This is an optimization exercise on Yosys and OpenROAD, whose aim is small area, not a production implementation.
Function was checked by simulation only, so behaviour that the tests miss may differ from the original.
The flow treats the clock pin as an ideal source. Dropping or thinning the clock tree relies on that and would not hold on a real chip.
Power and IR drop assume default switching activity.

==> inputs of job 166 <==
==> flow/design.v <==
module fs32 (
    input  wire        clk,
    input  wire        rst,
    input  wire        req_valid,
    output wire        req_ready,
    input  wire [15:0] req_cmd,
    input  wire [31:0] req_value,
    input  wire [7:0]  req_dist,
    output wire        rsp_valid,
    input  wire        rsp_ready,
    output wire [31:0] rsp_value,
    output wire [1:0]  rsp_err
);
    reg        resp;    
    reg [4:0]  c;       
    reg [31:0] w;       
    reg        errl;    
    wire [5:0] cmd_rsv  = req_cmd[15:10];
    wire       cmd_src  = req_cmd[9];
    wire       cmd_dir  = req_cmd[8];
    wire [7:0] cmd_dist = req_cmd[7:0];
    wire illegal = (cmd_rsv != 6'd0) || (cmd_src && (cmd_dist != 8'd0));
    wire [7:0] d = cmd_dist | (req_dist & {8{cmd_src}});
    wire [5:0] idx = cmd_dir ? ({1'b0, c} + {1'b0, d[4:0]})
                             : ({1'b0, c} - {1'b0, d[4:0]});
    wire bit_in = req_value[idx[4:0]] & ~idx[5] & (d[7:5] == 3'd0) & ~illegal;
    wire run = req_valid & ~resp;
    always @(posedge clk) begin
        if (run) begin
            w    <= {bit_in, w[31:1]};
            errl <= illegal;
        end
    end
    always @(posedge clk) begin
        if (rst || !run)
            c <= 5'd0;
        else
            c <= c + 5'd1;
    end
    always @(posedge clk) begin
        if (rst)
            resp <= 1'b0;
        else if (resp)
            resp <= ~rsp_ready;
        else
            resp <= req_valid & (c == 5'd31);
    end
    assign req_ready = ~resp & (c == 5'd31);
    assign rsp_valid = resp;
    assign rsp_value = w;
    assign rsp_err   = {1'b0, errl};
endmodule
==> flow/run.sh <==
#!/bin/bash
# synth_recipe.tcl (not shown) runs the flow's synth.tcl, then flattens the netlist and writes it again
# the make line also repeats each setting of config.mk as NAME=value (left out here)
make -C /OpenROAD-flow-scripts/flow DESIGN_CONFIG=/design/flow/config.mk WORK_HOME=/design/flow/orfs CLKGATE_MAP_FILE= SYNTH_SCRIPT=/design/flow/synth_recipe.tcl finish
==> flow/config.mk <==
export PLATFORM = sky130hd
export DESIGN_NAME = fs32
export DESIGN_NICKNAME = fs32
export VERILOG_FILES = /design/flow/design.v
export SDC_FILE = /design/flow/constraint.sdc
export NUM_CORES = 4
export LEC_CHECK = 0
export CAP_MARGIN = 20
export CORE_MARGIN = 2
export CORE_UTILIZATION = 40
export SLEW_MARGIN = 20
==> flow/constraint.sdc <==
create_clock -name core_clock -period 4.0 [get_ports {clk}]
set_input_delay 0.8000 -clock core_clock [delete_from_list [all_inputs] [get_ports {clk}]]
set_output_delay 0.8000 -clock core_clock [all_outputs]
set_load 0.01 [all_outputs]
==> job 3602: changes against job 166 <==
==> flow/design.v (replaced) <==
module fs32 (
    input  wire        clk,
    input  wire        rst,
    input  wire        req_valid,
    output wire        req_ready,
    input  wire [15:0] req_cmd,
    input  wire [31:0] req_value,
    input  wire [7:0]  req_dist,
    output wire        rsp_valid,
    input  wire        rsp_ready,
    output wire [31:0] rsp_value,
    output wire [1:0]  rsp_err
);
    reg        resp;    
    reg [4:0]  c;       
    reg [31:0] w;       
    wire [5:0] cmd_rsv  = req_cmd[15:10];
    wire       cmd_src  = req_cmd[9];
    wire       cmd_dir  = req_cmd[8];
    wire [7:0] cmd_dist = req_cmd[7:0];
    wire illegal = (cmd_rsv != 6'd0) || (cmd_src && (cmd_dist != 8'd0));
    wire [7:0] d = cmd_dist | (req_dist & {8{cmd_src}});
    wire [4:0] e = d[4:0] ^ {5{~cmd_dir}};
    wire [5:0] k;
    wire [4:0] sum;
    assign k[0] = ~cmd_dir;
    genvar i;
    generate
        for (i = 0; i < 5; i = i + 1) begin : g_add
            assign sum[i]   = c[i] ^ e[i] ^ k[i];
            assign k[i + 1] = (c[i] & e[i]) | (c[i] & k[i]) | (e[i] & k[i]);
        end
    endgenerate
    wire inr = k[5] ^ cmd_dir;
    wire bit_in = req_value[sum] & inr & (d[7:5] == 3'd0) & ~illegal;
    wire last = &c;
    wire run  = req_valid & ~resp & ~rst;
    wire [4:0] inc = c + 5'd1;
    always @(posedge clk) begin
        if (!resp)
            w <= {bit_in, w[31:1]};
    end
    always @(posedge clk) begin
        resp    <= ~rst & (resp ? ~rsp_ready : (req_valid & last));
        c[4:1]  <= run ? inc[4:1] : 4'd0;
        c[0]    <= run ? (last ? illegal : ~c[0])
                       : (resp & ~rsp_ready & ~rst & c[0]);
    end
    assign req_ready = last;
    assign rsp_valid = resp;
    assign rsp_value = w;
    assign rsp_err   = c[1:0];
endmodule
==> flow/flow/run.sh (new file) <==
#!/bin/bash
# The standard layout (standard.sh) with these changes:
#  - synthesis maps the logic with an area-oriented ABC script
#    (flow/abc_area.script); registers are mapped exactly as in the
#    standard synthesis (that happens before ABC);
#  - the port buffers are buf_1, the smallest buffer; placement is not
#    timing-driven (the design has ample slack), and synthesis's buffers
#    are removed before it (flow/pre_place.tcl);
#  - CTS inserts no dummy loads, and flow/clock_tree.tcl then drives the
#    leaf clock buffers from the clock port and sizes them down.
# Each tool's output is in the ORFS logs under orfs/logs; make's output is
# in standard_run.log.
set -e
W=$PWD
rm -rf "$W/scripts_local"
cp -r "$FLOW_HOME/scripts" "$W/scripts_local"
cp "$W/flow/abc_area.script" "$W/scripts_local/abc_speed.script"
export SCRIPTS_DIR=$W/scripts_local
export BUFFER_PORTS_ARGS="-buffer_cell sky130_fd_sc_hd__buf_1"
export CTS_ARGS="-sink_clustering_enable -repair_clock_nets -dont_use_dummy_load"
export POST_CTS_TCL=$W/flow/clock_tree.tcl
export PRE_GLOBAL_PLACE_TCL=$W/flow/pre_place.tcl
bash standard.sh > standard_run.log 2>&1
==> flow/flow/abc_area.script (new file) <==
strash
&get -n
&fraig -x
&put
scorr
dc2
strash
&get -n
&dch -f
&nf -R 1000 -p
&put
==> flow/flow/clock_tree.tcl (new file) <==
proc fs32_shrink_clock_tree {} {
  set root [get_cells -quiet clkbuf_0_clk]
  set root_net [get_nets -quiet clknet_0_clk]
  if { [llength $root] != 1 || [llength $root_net] != 1 } {
    puts "fs32_shrink_clock_tree: no root buffer, tree kept"
    return
  }
  set leaves {}
  foreach pin [get_pins -of_objects $root_net] {
    if { [get_property $pin direction] == "input" } {
      lappend leaves [get_cells -of_objects $pin]
    }
  }
  set clk_net [get_nets -of_objects [get_pins clkbuf_0_clk/A]]
  set clk_fanout [expr { [llength [get_pins -of_objects $clk_net]] - 1 }]
  if { [llength $leaves] + $clk_fanout - 1 > 4 } {
    puts "fs32_shrink_clock_tree: [llength $leaves] leaves, tree kept"
    return
  }
  foreach leaf $leaves {
    if { ![string match "sky130_fd_sc_hd__clkbuf_*" [get_property [get_lib_cells -of_objects $leaf] name]] } {
      puts "fs32_shrink_clock_tree: unexpected leaf, tree kept"
      return
    }
  }
  foreach leaf $leaves {
    set lname [get_property $leaf name]
    disconnect_pin $root_net $lname/A
    connect_pin $clk_net $lname/A
  }
  disconnect_pin $clk_net clkbuf_0_clk/A
  disconnect_pin $root_net clkbuf_0_clk/X
  delete_instance $root
  delete_net $root_net
  foreach leaf $leaves {
    set old [get_property [get_lib_cells -of_objects $leaf] name]
    replace_cell $leaf sky130_fd_sc_hd__clkbuf_4
    estimate_parasitics -placement
    set lname [get_property $leaf name]
    set slew [get_property [get_pins $lname/X] slew_max]
    if { $slew > 0.12 } {
      replace_cell $leaf $old
      puts "fs32_shrink_clock_tree: $lname kept as $old (slew $slew)"
    } else {
      puts "fs32_shrink_clock_tree: $lname now clkbuf_4 (slew $slew)"
    }
  }
  estimate_parasitics -placement
  detailed_placement
  check_placement -verbose
}
fs32_shrink_clock_tree
==> flow/flow/pre_place.tcl (new file) <==
# Run before global placement (PRE_GLOBAL_PLACE_TCL): remove the buffers
# synthesis left, as the timing-driven placement would; the port buffers
# are added after this.
remove_buffers
==> flow/standard.sh (new file) <==
#!/bin/bash
# synth_recipe.tcl (not shown) runs the flow's synth.tcl, then flattens the netlist and writes it again
# the make line also repeats each setting of config.mk as NAME=value (left out here)
make -C /OpenROAD-flow-scripts/flow DESIGN_CONFIG=/design/flow/config.mk WORK_HOME=/design/flow/orfs CLKGATE_MAP_FILE= SYNTH_SCRIPT=/design/flow/synth_recipe.tcl "${@:-finish}"
--- a/flow/config.mk
+++ b/flow/config.mk
@@ -6,6 +6,7 @@
 export NUM_CORES = 4
 export LEC_CHECK = 0
-export CAP_MARGIN = 20
+export CAP_MARGIN = 0
 export CORE_MARGIN = 2
-export CORE_UTILIZATION = 40
-export SLEW_MARGIN = 20
+export CORE_UTILIZATION = 50
+export GPL_TIMING_DRIVEN = 0
+export SLEW_MARGIN = 0
removed: flow/run.sh
==> run summary <==
Between job 166 and job 3602, the lower synthesized cell count is in job 3602 (gap 36%, measured against job 3602). Die area: job 166 is higher than job 3602 (38%). In non-clock buffer count, job 166 and job 3602 do not differ. Of job 166 and job 3602, job 166 has the higher flip-flop and latch count (gap 1). Clock skew: job 166 is lower than job 3602 (0.014 ns). Against job 3602, the sequential share of layout area of job 166 is lower by 14 points. Between job 3602 and job 166, the lower first-iteration DRC count is in job 3602 (gap 49%, measured against job 166).
==> figures <==
                                                                job 166         job 3602
Proportion of layout cells with a drive suffix above 1            8.37%            7.81%
Syn-to-layout area delta                                          58.0%            25.8%
Cell area power density                                     335 mW/mm^2      328 mW/mm^2
Hold worst-path end                                     w[20]$_DFFE_PP_  w[16]$_DFFE_PN_
Post-synthesis cell area                                   0.00188 mm^2     0.00167 mm^2
Switching component of the power                             0.000214 W       0.000141 W
GR Util met2                                                      25.5%            29.2%
Fraction of power consumed by sequential logic                    47.4%            62.0%
Outcome                                no timing/DRC/antenna violations  no timing/DRC/antenna violations
Pin slew with the least headroom to its limit                  0.936 ns          1.05 ns
Area enclosed by the die boundary                          0.00527 mm^2     0.00381 mm^2
Die outline height                                              72.6 um          61.7 um
Multi-input combinational gate total                                 84               53
WL/cell                                                         14.4 um          13.6 um
Final setup skew                                             0.00763 ns        0.0218 ns

-- separate check: timing with driven ports --
The flow's constraints put no driver on any port. The routed layouts listed below were extracted and timed again, unchanged, in two steps.
Step 1 (the two cells are an assumption about what drives the block):
set clk [get_ports {clk}]
set_driving_cell -lib_cell sky130_fd_sc_hd__clkbuf_16 $clk
set_driving_cell -lib_cell sky130_fd_sc_hd__buf_2 [delete_from_list [all_inputs] $clk]
Step 2, shift: input delay + t, output delay - t, t = (earliest + latest rising clock arrival at the registers) / 2. This alone moves slack from input paths to output paths.
Three values: ideal ports, drivers, drivers and shift; two values: the first two.
run	shift t [ns]	slack for setup (ns)	clock arrival spread, ns	worst register clock-pin slew, ns
job 166	0.302	0.383 / 0.385 / 0.082	0.009 / 0.009	0.07 / 0.07
job 3602	0.193	0.169 / 0.180 / -0.013	0.022 / 0.022	0.11 / 0.11
With both steps, setup timing fails in job 3602, where it was met with ideal ports. For job 166, which loses most, drivers alone change the setup slack by +0.002 ns; drivers and shift together by -0.301 ns.
